This design comes from an exercise in tuning for small area, a short achievable clock period and few clock cycles on the open sky130 flow, not from production work. The RTL was checked by simulation tests, not by an equivalence proof against the original design. Power is estimated from default activity; no workload was simulated.

==> run D: inputs <==
==> flow/design.v <==
module xpfe (
    input             clk,
    input             rst,
    input      [4:0]  cfg_nh,
    input      [127:0] cfg_ids,
    input             in_valid,
    output            in_ready,
    input             in_kind,
    input      [31:0] in_data,
    output reg        tx_valid,
    input             tx_ready,
    output reg [7:0]  tx_data,
    output reg        tx_last,
    input             tx_err,
    output reg        res_valid,
    input             res_ready,
    output reg [2:0]  res_code,
    output reg        ev_valid,
    input             ev_ready,
    output reg [2:0]  ev_kind,
    output     [3:0]  ev_handle,
    output reg [3:0]  ev_reg,
    output     [7:0]  ev_id,
    output     [7:0]  ev_status,
    output reg [15:0] ev_a,
    output     [15:0] ev_b
);
    localparam [15:0] C4 = 16'h0E28;    
    localparam integer R  = 4;          
    function [15:0] crc_step;
        input [15:0] acc;
        input [7:0]  b;
        reg   [15:0] t;
        integer k;
        begin
            t = {acc[15:8] ^ b, 8'h00};
            for (k = 0; k < 8; k = k + 1)
                t = t[15] ? ((t << 1) ^ 16'h8005) : (t << 1);
            crc_step = {acc[7:0], 8'h00} ^ t;
        end
    endfunction
    function [1:0] kmp_next;
        input [1:0] s;
        input [7:0] b;
        begin
            case (s)
                2'd0: kmp_next = (b == 8'hFF) ? 2'd1 : 2'd0;
                2'd1: kmp_next = (b == 8'hFF) ? 2'd2 : 2'd0;
                2'd2: kmp_next = (b == 8'hFD) ? 2'd3 : (b == 8'hFF) ? 2'd2 : 2'd0;
                default: kmp_next = (b == 8'hFF) ? 2'd1 : 2'd0;
            endcase
        end
    endfunction
    function [7:0] reg_addr;
        input [3:0] r;
        begin
            case (r)
                4'd0:  reg_addr = 8'h19;
                4'd1:  reg_addr = 8'h1E;
                4'd2:  reg_addr = 8'h25;
                4'd3:  reg_addr = 8'h20;
                4'd4:  reg_addr = 8'h27;
                4'd5:  reg_addr = 8'h18;
                4'd6:  reg_addr = 8'h0B;
                4'd7:  reg_addr = 8'h29;
                4'd8:  reg_addr = 8'h2D;
                4'd9:  reg_addr = 8'h2E;
                4'd10: reg_addr = 8'h1D;
                4'd11: reg_addr = 8'h1C;
                4'd12: reg_addr = 8'h1B;
                default: reg_addr = 8'h00;
            endcase
        end
    endfunction
    function reg_wide;
        input [3:0] r;
        begin
            reg_wide = (r == 4'd1) || (r == 4'd2) || (r == 4'd3) ||
                       (r == 4'd4) || (r == 4'd7);
        end
    endfunction
    integer i;
    reg        rdy;            
    reg        iv, ik;         
    reg [2:0]  icode;          
    reg [3:0]  ih, ireg;
    reg [15:0] idat;
    reg        al;             
    reg [3:0]  n;              
    reg [1:0]  kmp;            
    reg [1:0]  ikmp;           
    reg        iseen;          
    reg [15:0] rcrc;
    reg [7:0]  b4, b5, b6, b7, b8, b9, b10;    
    reg [7:0]  bc0, bc1;       
    reg        L4, L5, L6;     
    reg        rep;            
    reg [3:0]  rp, rend;
    reg        xL4, xL5;       
    reg [7:0]  rpr;            
    reg        hhit;
    reg [3:0]  hidx;
    reg [3:0]  pend [0:15];
    reg [24:0] q0, q1;         
    reg        qv0, qv1;
    reg [2:0]  rq [0:R-1];     
    reg [R-1:0] rqv;
    assign in_ready = rdy;
    wire [7:0]  c_op  = in_data[31:24];
    wire [3:0]  c_h   = in_data[23:20];
    wire [3:0]  c_reg = in_data[19:16];
    wire        c_rd  = (c_op == 8'h02);
    reg  [15:0] id254;
    always @(*)
        for (i = 0; i < 16; i = i + 1)
            id254[i] = (cfg_ids[i*8 +: 8] == 8'd254);
    reg  [2:0]  c_code;
    always @(*) begin
        if (c_op != 8'h02 && c_op != 8'h03)   c_code = 3'd2;
        else if ({1'b0, c_h} >= cfg_nh)       c_code = 3'd3;
        else if (c_reg > 4'd12)               c_code = 3'd4;
        else if (c_rd && id254[c_h])          c_code = 3'd5;
        else                                  c_code = {2'b00, c_rd};
    end
    wire        i_frame = (icode[2:1] == 2'b00);
    wire        i_rd    = icode[0];
    wire ev_hold = ev_valid && (al || kmp == 2'd3);    
    wire cmd_ok  = !qv1 && !rqv[R-1];
    wire rx_ok   = !rep && !ev_hold;
    wire take    = iv && (ik ? cmd_ok : rx_ok);
    wire rx_in   = take && !ik;
    wire cmd_in  = take && ik;
    wire        rstep = rep && !ev_valid;
    wire [7:0]  ib    = idat[7:0];
    wire [7:0]  pb    = rep ? rpr : ib;
    wire        pstep = rx_in || rstep;
    wire [15:0] rL    = {b6, b5};
    wire        Lok   = L4 || L5 || L6;
    wire        inc   = !n[3] || (n == 4'd8) || (n == 4'd9 && !L4) || (n == 4'd10 && L6);
    wire        malf  = al && !rep && (n == 4'd10) && !Lok;
    wire        chk   = al && !rep && ((L4 && n == 4'd10) || (L5 && n == 4'd11) || (L6 && n == 4'd12));
    wire        crcok = (rcrc == {ib, bc0});
    wire        drop1 = malf || (chk && !crcok);
    wire        evnew = pstep && (malf || chk);
    wire        ifull = (ikmp == 2'd3) && (pb == 8'h00);
    wire        ifuli = (ikmp == 2'd3) && (ib == 8'h00);
    wire [1:0]  iknx  = kmp_next(ikmp, pb);
    wire [1:0]  iknxi = kmp_next(ikmp, ib);
    reg  [7:0]  rpb;
    always @(*) begin
        case (rp + 4'd1)
            4'd5:    rpb = b5;
            4'd6:    rpb = b6;
            4'd7:    rpb = b7;
            4'd8:    rpb = b8;
            4'd9:    rpb = xL4 ? bc0 : b9;
            4'd10:   rpb = xL4 ? bc1 : xL5 ? bc0 : b10;
            4'd11:   rpb = xL5 ? bc1 : bc0;
            default: rpb = bc1;
        endcase
    end
    reg        al_n, rep_n;
    reg [1:0]  kmp_n;
    always @(*) begin
        al_n  = al;
        kmp_n = kmp;
        rep_n = rep;
        if (rstep && rp == rend)
            rep_n = 1'b0;
        if (pstep) begin
            if (!al) begin
                if (kmp == 2'd3 && pb == 8'h00)
                    al_n = 1'b1;
                else
                    kmp_n = kmp_next(kmp, pb);
            end else if (drop1) begin
                al_n = 1'b0;
                if (iseen || ifuli) begin
                    kmp_n = 2'd0;
                    rep_n = 1'b1;
                end else begin
                    kmp_n = iknxi;
                end
            end else if (chk) begin
                al_n  = 1'b0;
                kmp_n = 2'd0;
            end
        end
        if (rst) begin
            al_n  = 1'b0;
            kmp_n = 2'd0;
            rep_n = 1'b0;
        end
    end
    reg        lk_hit;
    reg [3:0]  lk_idx;
    always @(*) begin
        lk_hit = 1'b0;
        lk_idx = 4'd0;
        for (i = 0; i < 16; i = i + 1) begin
            if ((i < cfg_nh) && (cfg_ids[i*8 +: 8] == b4)) begin
                lk_hit = 1'b1;
                lk_idx = lk_idx | i[3:0];
            end
        end
        if (b4 == 8'd254)
            lk_hit = 1'b0;
    end
    always @(posedge clk) begin
        hhit <= lk_hit;
        hidx <= lk_idx;
        L4   <= (rL == 16'd4);
        L5   <= (rL == 16'd5);
        L6   <= (rL == 16'd6);
        al   <= al_n;
        kmp  <= kmp_n;
        rep  <= rep_n;
        if (pstep && al) begin
            case (n)
                4'd4: b4 <= pb;
                4'd5: b5 <= pb;
                4'd6: b6 <= pb;
                4'd7: b7 <= pb;
                4'd8: b8 <= pb;
                4'd9: begin
                    if (L4) bc0 <= pb;
                    else    b9  <= pb;
                end
                4'd10: begin
                    if (L4)      bc1 <= pb;
                    else if (L5) bc0 <= pb;
                    b10 <= L5 ? 8'h00 : pb;
                end
                4'd11: begin
                    if (L5) bc1 <= pb;
                    else    bc0 <= pb;
                end
                default: bc1 <= pb;
            endcase
        end
        if (rstep) begin
            rp  <= rp + 4'd1;
            rpr <= rpb;
        end
        if (pstep) begin
            if (!al) begin
                if (kmp == 2'd3 && pb == 8'h00) begin
                    n     <= 4'd4;
                    rcrc  <= C4;
                    ikmp  <= 2'd0;
                    iseen <= 1'b0;
                end
            end else if (drop1) begin
                rp   <= 4'd4;
                rpr  <= b4;
                rend <= n;
                xL4  <= L4;
                xL5  <= L5;
            end else if (!chk) begin
                n <= n + 4'd1;
                if (inc)
                    rcrc <= crc_step(rcrc, pb);
                if (!iseen) begin
                    if (ifull)
                        iseen <= 1'b1;
                    else
                        ikmp <= iknx;
                end
            end
        end
    end
    wire evv_n = !rst && ((ev_valid && !ev_ready) || evnew);
    always @(posedge clk) begin
        ev_valid <= evv_n;
        if (evnew) begin
            ev_reg <= pend[hidx];
            if (malf) begin
                ev_kind <= 3'd2;
                ev_a    <= rL;
            end else if (!crcok) begin
                ev_kind <= 3'd3;
                ev_a    <= rcrc;
            end else if (!hhit) begin
                ev_kind <= 3'd4;
                ev_a    <= rL;
            end else begin
                ev_kind <= L4 ? 3'd0 : 3'd1;
                ev_a    <= {b10, b9};
            end
        end
    end
    assign ev_id     = b4;
    assign ev_status = b8;
    assign ev_handle = hidx;
    assign ev_b      = {bc1, bc0};
    always @(posedge clk) begin
        if (rst) begin
            for (i = 0; i < 16; i = i + 1)
                pend[i] <= 4'd15;
        end else if (cmd_in && i_frame && i_rd) begin
            pend[ih] <= ireg;
        end
    end
    wire        h_rd   = q0[24];
    wire [3:0]  h_reg  = q0[23:20];
    wire [3:0]  h_h    = q0[19:16];
    wire [15:0] h_val  = q0[15:0];
    wire        h_wide = reg_wide(h_reg);
    wire        h_l7   = h_rd || h_wide;
    wire [7:0]  h_id   = cfg_ids[h_h*8 +: 8];
    wire [7:0]  h_p2   = h_rd ? (h_wide ? 8'd2 : 8'd1) :
                         (h_reg == 4'd0) ? {5'd0, h_val[2:0]} : h_val[7:0];
    wire [7:0]  h_p3   = h_rd ? 8'h00 : h_val[15:8];
    reg        busy;
    reg [3:0]  tidx;           
    reg [15:0] tcrc;
    reg        t_fin;          
    reg        fdone, ferr;    
    wire        t_ld   = !tx_valid || tx_ready;
    wire        t_acc  = tx_valid && tx_ready;
    wire [15:0] t_cnx  = crc_step(tcrc, tx_data);
    wire        t_go   = t_ld && busy && !tx_last && !(t_fin && fdone);
    wire        t_new  = t_ld && (!busy || tx_last) && qv0;
    wire        q_pop  = t_go && t_fin;
    reg [7:0] t_byte;
    always @(*) begin
        case (tidx)
            4'd3:  t_byte = h_id;
            4'd4:  t_byte = h_l7 ? 8'd7 : 8'd6;
            4'd6:  t_byte = {7'd1, !h_rd};
            4'd7:  t_byte = reg_addr(h_reg);
            4'd9:  t_byte = h_p2;
            4'd10: t_byte = h_l7 ? h_p3 : t_cnx[7:0];
            4'd11: t_byte = h_l7 ? t_cnx[7:0] : tcrc[15:8];
            4'd12: t_byte = tcrc[15:8];
            4'd0:  t_byte = 8'hFF;
            4'd1:  t_byte = 8'hFD;
            default: t_byte = 8'h00;
        endcase
    end
    always @(posedge clk) begin
        if (rst) begin
            tx_valid <= 1'b0;
            busy     <= 1'b0;
        end else begin
            if (t_acc && (tidx[3:2] == 2'b01 || tidx[3:2] == 2'b10 || (tidx == 4'd11 && h_l7)))
                tcrc <= t_cnx;
            if (t_new) begin
                tx_valid <= 1'b1;
                tx_data  <= 8'hFF;
                tx_last  <= 1'b0;
                tidx     <= 4'd0;
                t_fin    <= 1'b0;
                busy     <= 1'b1;
                tcrc     <= C4;
            end else if (t_go) begin
                tx_valid <= 1'b1;
                tx_data  <= t_byte;
                tx_last  <= t_fin;
                tidx     <= tidx + 4'd1;
                t_fin    <= h_l7 ? (tidx == 4'd11) : (tidx == 4'd10);
            end else if (t_acc) begin
                tx_valid <= 1'b0;
                if (tx_last)
                    busy <= 1'b0;
            end
        end
    end
    wire [2:0] rh    = rq[0];
    wire       r_pop = rqv[0] && (!res_valid || res_ready) && (rh != 3'd0 || fdone);
    always @(posedge clk) begin
        if (rst) begin
            res_valid <= 1'b0;
            fdone     <= 1'b0;
        end else begin
            if (r_pop) begin
                res_valid <= 1'b1;
                res_code  <= (rh != 3'd0) ? rh : {2'b00, ferr};
                if (rh == 3'd0)
                    fdone <= 1'b0;
            end else if (res_ready) begin
                res_valid <= 1'b0;
            end
            if (t_acc && tx_last) begin
                fdone <= 1'b1;
                ferr  <= tx_err;
            end
        end
    end
    wire         q_push = cmd_in && i_frame;
    wire [24:0]  q_new  = {i_rd, ireg, ih, idat};
    wire [R-1:0] rvs    = r_pop ? {1'b0, rqv[R-1:1]} : rqv;    
    wire         qv0_n  = !rst && (q_push || (qv0 && !q_pop) || qv1);
    wire         qv1_n  = !rst && ((q_push && qv0 && !q_pop) || (qv1 && !q_pop));
    wire [R-1:0] rqv_n  = rst ? {R{1'b0}} : cmd_in ? {rvs[R-2:0], 1'b1} : rvs;
    always @(posedge clk) begin
        if (q_push && (!qv0 || q_pop))
            q0 <= q_new;
        else if (q_pop)
            q0 <= q1;
        if (q_push && qv0 && !q_pop)
            q1 <= q_new;
        for (i = 0; i < R; i = i + 1) begin
            if (cmd_in && !rvs[i] && (i == 0 || rvs[(i > 0) ? i - 1 : 0]))
                rq[i] <= i_frame ? 3'd0 : icode;
            else if (r_pop && i < R - 1)
                rq[i] <= rq[(i < R - 1) ? i + 1 : i];
        end
        qv0 <= qv0_n;
        qv1 <= qv1_n;
        rqv <= rqv_n;
    end
    wire iv_n = !rst && (rdy ? in_valid : iv);
    wire ik_n = rdy ? in_kind : ik;
    wire rdy_n = !iv_n || (ik_n ? (!qv1_n && !rqv_n[R-1])
                                : (!rep_n && !(evv_n && (al_n || kmp_n == 2'd3))));
    always @(posedge clk) begin
        iv  <= iv_n;
        ik  <= ik_n;
        rdy <= rdy_n;
        if (rdy) begin
            icode <= c_code;
            ih    <= c_h;
            ireg  <= c_reg;
            idat  <= in_data[15:0];
        end
    end
endmodule
==> flow/flow/run.sh <==
#!/bin/bash
# The standard layout, except that the port buffers are the platform's
# smallest buffer (buf_1) instead of the delay buffer buffer_ports picks.
# Each tool's output is kept under orfs/logs; make's own output goes to
# standard.log.
set -euo pipefail
export BUFFER_PORTS_ARGS="-buffer_cell sky130_fd_sc_hd__buf_1"
bash standard.sh > standard.log 2>&1
==> flow/standard.sh <==
#!/bin/bash
# synth_recipe.tcl (not shown) runs the flow's synth.tcl, then flattens the netlist and writes it again
# the make line also repeats each setting of config.mk as NAME=value (left out here)
make -C /OpenROAD-flow-scripts/flow DESIGN_CONFIG=/design/flow/config.mk WORK_HOME=/design/flow/orfs CLKGATE_MAP_FILE= SYNTH_SCRIPT=/design/flow/synth_recipe.tcl "${@:-finish}"
==> flow/config.mk <==
export PLATFORM = sky130hd
export DESIGN_NAME = xpfe
export DESIGN_NICKNAME = xpfe
export VERILOG_FILES = /design/flow/design.v
export SDC_FILE = /design/flow/constraint.sdc
export NUM_CORES = 4
export LEC_CHECK = 0
export CAP_MARGIN = 20
export CORE_MARGIN = 2
export CORE_UTILIZATION = 40
export SETUP_SLACK_MARGIN = 5
export SLEW_MARGIN = 20
==> flow/constraint.sdc <==
create_clock -name core_clock -period 8.0 [get_ports {clk}]
set_input_delay 1.6000 -clock core_clock [delete_from_list [all_inputs] [get_ports {clk}]]
set_output_delay 1.6000 -clock core_clock [all_outputs]
set_load 0.01 [all_outputs]
==> run P (differences from run D) <==
--- a/flow/design.v
+++ b/flow/design.v
@@ -92,11 +92,14 @@
     reg        iseen;          
     reg [15:0] rcrc;
-    reg [7:0]  b4, b5, b6, b7, b8, b9, b10;    
+    reg [7:0]  b4, b5, b6, b8, b9, b10;    
     reg [7:0]  bc0, bc1;       
     reg        L4, L5, L6;     
+    reg [3:0]  ke;             
     reg        rep;            
-    reg [3:0]  rp, rend;
-    reg        xL4, xL5;       
+    reg [3:0]  rp;             
+    reg        xL4, xL5, xL6;  
     reg [7:0]  rpr;            
+    reg        rpv;            
+    reg        rlast_d;        
     reg        hhit;
     reg [3:0]  hidx;
@@ -131,5 +134,5 @@
     wire rx_in   = take && !ik;
     wire cmd_in  = take && ik;
-    wire        rstep = rep && !ev_valid;
+    wire        rstep = rep && rpv && !ev_valid;
     wire [7:0]  ib    = idat[7:0];
     wire [7:0]  pb    = rep ? rpr : ib;
@@ -145,12 +148,8 @@
     wire        ifull = (ikmp == 2'd3) && (pb == 8'h00);
     wire        ifuli = (ikmp == 2'd3) && (ib == 8'h00);
-    wire [1:0]  iknx  = kmp_next(ikmp, pb);
-    wire [1:0]  iknxi = kmp_next(ikmp, ib);
+    wire        rlast = xL5 ? (rp == 4'd11) : xL6 ? (rp == 4'd12) : (rp == 4'd10);
     reg  [7:0]  rpb;
     always @(*) begin
-        case (rp + 4'd1)
-            4'd5:    rpb = b5;
-            4'd6:    rpb = b6;
-            4'd7:    rpb = b7;
+        case (rp)
             4'd8:    rpb = b8;
             4'd9:    rpb = xL4 ? bc0 : b9;
@@ -160,4 +159,5 @@
         endcase
     end
+    wire        rfetch = rep && (!rpv || rstep) && !rlast_d;
     reg        al_n, rep_n;
     reg [1:0]  kmp_n;
@@ -166,24 +166,21 @@
         kmp_n = kmp;
         rep_n = rep;
-        if (rstep && rp == rend)
+        if (rep && (!rpv || rstep) && rlast_d)
             rep_n = 1'b0;
-        if (pstep) begin
-            if (!al) begin
-                if (kmp == 2'd3 && pb == 8'h00)
-                    al_n = 1'b1;
-                else
-                    kmp_n = kmp_next(kmp, pb);
-            end else if (drop1) begin
-                al_n = 1'b0;
-                if (iseen || ifuli) begin
-                    kmp_n = 2'd0;
-                    rep_n = 1'b1;
-                end else begin
-                    kmp_n = iknxi;
-                end
-            end else if (chk) begin
+        if (rx_in && !al) begin
+            if (kmp == 2'd3 && ib == 8'h00)
+                al_n = 1'b1;
+            else
+                kmp_n = kmp_next(kmp, ib);
+        end else if (rx_in && drop1) begin
+            if (iseen) begin
+                rep_n = 1'b1;
+            end else if (!ifuli) begin
                 al_n  = 1'b0;
-                kmp_n = 2'd0;
+                kmp_n = kmp_next(ikmp, ib);
             end
+        end else if (rx_in && chk) begin
+            al_n  = 1'b0;
+            kmp_n = 2'd0;
         end
         if (rst) begin
@@ -221,5 +218,5 @@
                 4'd5: b5 <= pb;
                 4'd6: b6 <= pb;
-                4'd7: b7 <= pb;
+                4'd7: ;
                 4'd8: b8 <= pb;
                 4'd9: begin
@@ -239,33 +236,38 @@
             endcase
         end
-        if (rstep) begin
-            rp  <= rp + 4'd1;
-            rpr <= rpb;
+        if (rfetch) begin
+            rpr     <= rpb;
+            rp      <= rp + 4'd1;
+            rlast_d <= rlast;
         end
+        if (rep)
+            rpv <= rfetch || (rpv && !rstep);
         if (pstep) begin
-            if (!al) begin
-                if (kmp == 2'd3 && pb == 8'h00) begin
-                    n     <= 4'd4;
-                    rcrc  <= C4;
-                    ikmp  <= 2'd0;
-                    iseen <= 1'b0;
-                end
-            end else if (drop1) begin
-                rp   <= 4'd4;
-                rpr  <= b4;
-                rend <= n;
-                xL4  <= L4;
-                xL5  <= L5;
-            end else if (!chk) begin
+            if (!al || (drop1 && (iseen || ifuli))) begin
+                n     <= 4'd4;
+                rcrc  <= C4;
+                ikmp  <= 2'd0;
+                iseen <= 1'b0;
+            end else if (!drop1 && !chk) begin
                 n <= n + 4'd1;
                 if (inc)
                     rcrc <= crc_step(rcrc, pb);
                 if (!iseen) begin
-                    if (ifull)
+                    if (ifull) begin
                         iseen <= 1'b1;
-                    else
-                        ikmp <= iknx;
+                        ke    <= n;
+                    end else begin
+                        ikmp <= kmp_next(ikmp, pb);
+                    end
                 end
             end
+            if (al && drop1) begin
+                rp      <= ke + 4'd1;
+                rpv     <= 1'b0;
+                rlast_d <= 1'b0;
+                xL4     <= L4;
+                xL5     <= L5;
+                xL6     <= L6;
+            end
         end
     end
@@ -307,5 +309,7 @@
     wire [15:0] h_val  = q0[15:0];
     wire        h_wide = reg_wide(h_reg);
-    wire        h_l7   = h_rd || h_wide;
+    wire        q_l7   = h_rd || h_wide;
+    reg         t_l7;           
+    wire        h_l7   = t_l7;
     wire [7:0]  h_id   = cfg_ids[h_h*8 +: 8];
     wire [7:0]  h_p2   = h_rd ? (h_wide ? 8'd2 : 8'd1) :
@@ -320,12 +324,13 @@
     wire        t_acc  = tx_valid && tx_ready;
     wire [15:0] t_cnx  = crc_step(tcrc, tx_data);
-    wire        t_go   = t_ld && busy && !tx_last && !(t_fin && fdone);
-    wire        t_new  = t_ld && (!busy || tx_last) && qv0;
-    wire        q_pop  = t_go && t_fin;
+    wire        go_e   = busy && !tx_last && !(t_fin && fdone);    
+    wire        new_e  = (!busy || tx_last) && qv0;                
+    wire        pop_e  = go_e && (t_l7 ? (tidx == 4'd10) : (tidx == 4'd9));
+    wire        q_pop  = t_ld && pop_e;    
     reg [7:0] t_byte;
     always @(*) begin
         case (tidx)
             4'd3:  t_byte = h_id;
-            4'd4:  t_byte = h_l7 ? 8'd7 : 8'd6;
+            4'd4:  t_byte = t_l7 ? 8'd7 : 8'd6;
             4'd6:  t_byte = {7'd1, !h_rd};
             4'd7:  t_byte = reg_addr(h_reg);
@@ -343,25 +348,25 @@
             tx_valid <= 1'b0;
             busy     <= 1'b0;
-        end else begin
-            if (t_acc && (tidx[3:2] == 2'b01 || tidx[3:2] == 2'b10 || (tidx == 4'd11 && h_l7)))
-                tcrc <= t_cnx;
-            if (t_new) begin
-                tx_valid <= 1'b1;
-                tx_data  <= 8'hFF;
-                tx_last  <= 1'b0;
-                tidx     <= 4'd0;
-                t_fin    <= 1'b0;
-                busy     <= 1'b1;
-                tcrc     <= C4;
-            end else if (t_go) begin
-                tx_valid <= 1'b1;
-                tx_data  <= t_byte;
-                tx_last  <= t_fin;
-                tidx     <= tidx + 4'd1;
-                t_fin    <= h_l7 ? (tidx == 4'd11) : (tidx == 4'd10);
-            end else if (t_acc) begin
-                tx_valid <= 1'b0;
-                if (tx_last)
+        end else if (t_ld) begin
+            tx_valid <= new_e || go_e;
+            if (new_e) begin
+                tx_data <= 8'hFF;
+                tx_last <= 1'b0;
+                tidx    <= 4'd0;
+                t_fin   <= 1'b0;
+                t_l7    <= q_l7;
+                busy    <= 1'b1;
+                tcrc    <= C4;
+            end else begin
+                if (tx_valid && (tidx[3:2] == 2'b01 || tidx[3:2] == 2'b10 || (tidx == 4'd11 && h_l7)))
+                    tcrc <= t_cnx;
+                if (go_e) begin
+                    tx_data <= t_byte;
+                    tx_last <= t_fin;
+                    tidx    <= tidx + 4'd1;
+                    t_fin   <= h_l7 ? (tidx == 4'd11) : (tidx == 4'd10);
+                end else if (tx_valid && tx_last) begin
                     busy <= 1'b0;
+                end
             end
         end
@@ -392,5 +397,5 @@
     wire [R-1:0] rvs    = r_pop ? {1'b0, rqv[R-1:1]} : rqv;    
     wire         qv0_n  = !rst && (q_push || (qv0 && !q_pop) || qv1);
-    wire         qv1_n  = !rst && ((q_push && qv0 && !q_pop) || (qv1 && !q_pop));
+    wire         qv1_n  = !rst && !q_pop && (qv1 || (q_push && qv0));
     wire [R-1:0] rqv_n  = rst ? {R{1'b0}} : cmd_in ? {rvs[R-2:0], 1'b1} : rvs;
     always @(posedge clk) begin
Settings changed: CTS_CLUSTER_DIAMETER set to 100, CTS_CLUSTER_SIZE set to 25.
==> summary.txt <==
Outcome: run D no timing/DRC/antenna violations; run P no timing/DRC/antenna violations
Vias in the first global route: run D 14900; run P 13600
Fmax: run D 0.327 GHz; run P 0.335 GHz
Design Power: run D 4.15 mW; run P 3.33 mW
Clock slew at the register clock pins of the worst setup and hold paths: run D 0.06 ns; run P 0.11 ns
Critical path's largest stage delay: run D 0.43 ns; run P 0.46 ns
Data required time at the worst endpoint: run D 8.41 ns; run P 8.40 ns
Fraction of post-synthesis cell area in the top cell type by area: run D 47.5%; run P 49.3%
Cell Count Post-Placement: run D 2468; run P 2353
Number of enable-type register cells in the synthesized netlist: run D 311; run P 313
Floorplan Core Area: run D 48700 µm²; run P 47300 µm²
Sw frac: run D 23.3%; run P 23.5%
Total number of placement rows: run D 81; run P 80
Post-route non-filler standard cell count: run D 2569; run P 2404
Slew Limit Headroom: run D 35.0%; run P 33.8%
Non-clock inverters: run D 45; run P 50
Testbench counts of run D, summed over its fixed seeds: cycles 27,985.
Testbench counts of run P, summed over its fixed seeds: cycles 27,773.

[static timing again, ports no longer ideal]
How much do the figures lean on ideal ports? The routed layouts below were timed once more, with nothing changed but the port constraints. Step 1 (the two cells are an assumption about what drives the block):
set clk [get_ports {clk}]
set_driving_cell -lib_cell sky130_fd_sc_hd__clkbuf_16 $clk
set_driving_cell -lib_cell sky130_fd_sc_hd__buf_2 [delete_from_list [all_inputs] $clk]
Step 2 adds t to the input delays and takes it off the output delays; t is the mean of the earliest and latest rising clock arrival at the registers after step 1. Input paths then give back, and output paths get back, about the clock's delay inside the block. a / b / c = ideal ports / drivers / drivers and shift; a / b = the first two.
| run | t, ns | setup WS [ns] | clock arrival spread, ns | worst data-port slew with drivers (ns) |
|---|---|---|---|---|
| run D | 0.617 | 4.946 / 4.970 / 4.354 | 0.030 / 0.031 | 0.13 |
| run P | 0.587 | 5.015 / 4.999 / 4.439 | 0.035 / 0.035 | 0.08 |
After both steps every run listed still meets setup and hold. The setup slack of run D, which loses most, moves by +0.024 ns with the drivers and by -0.592 ns with both steps.
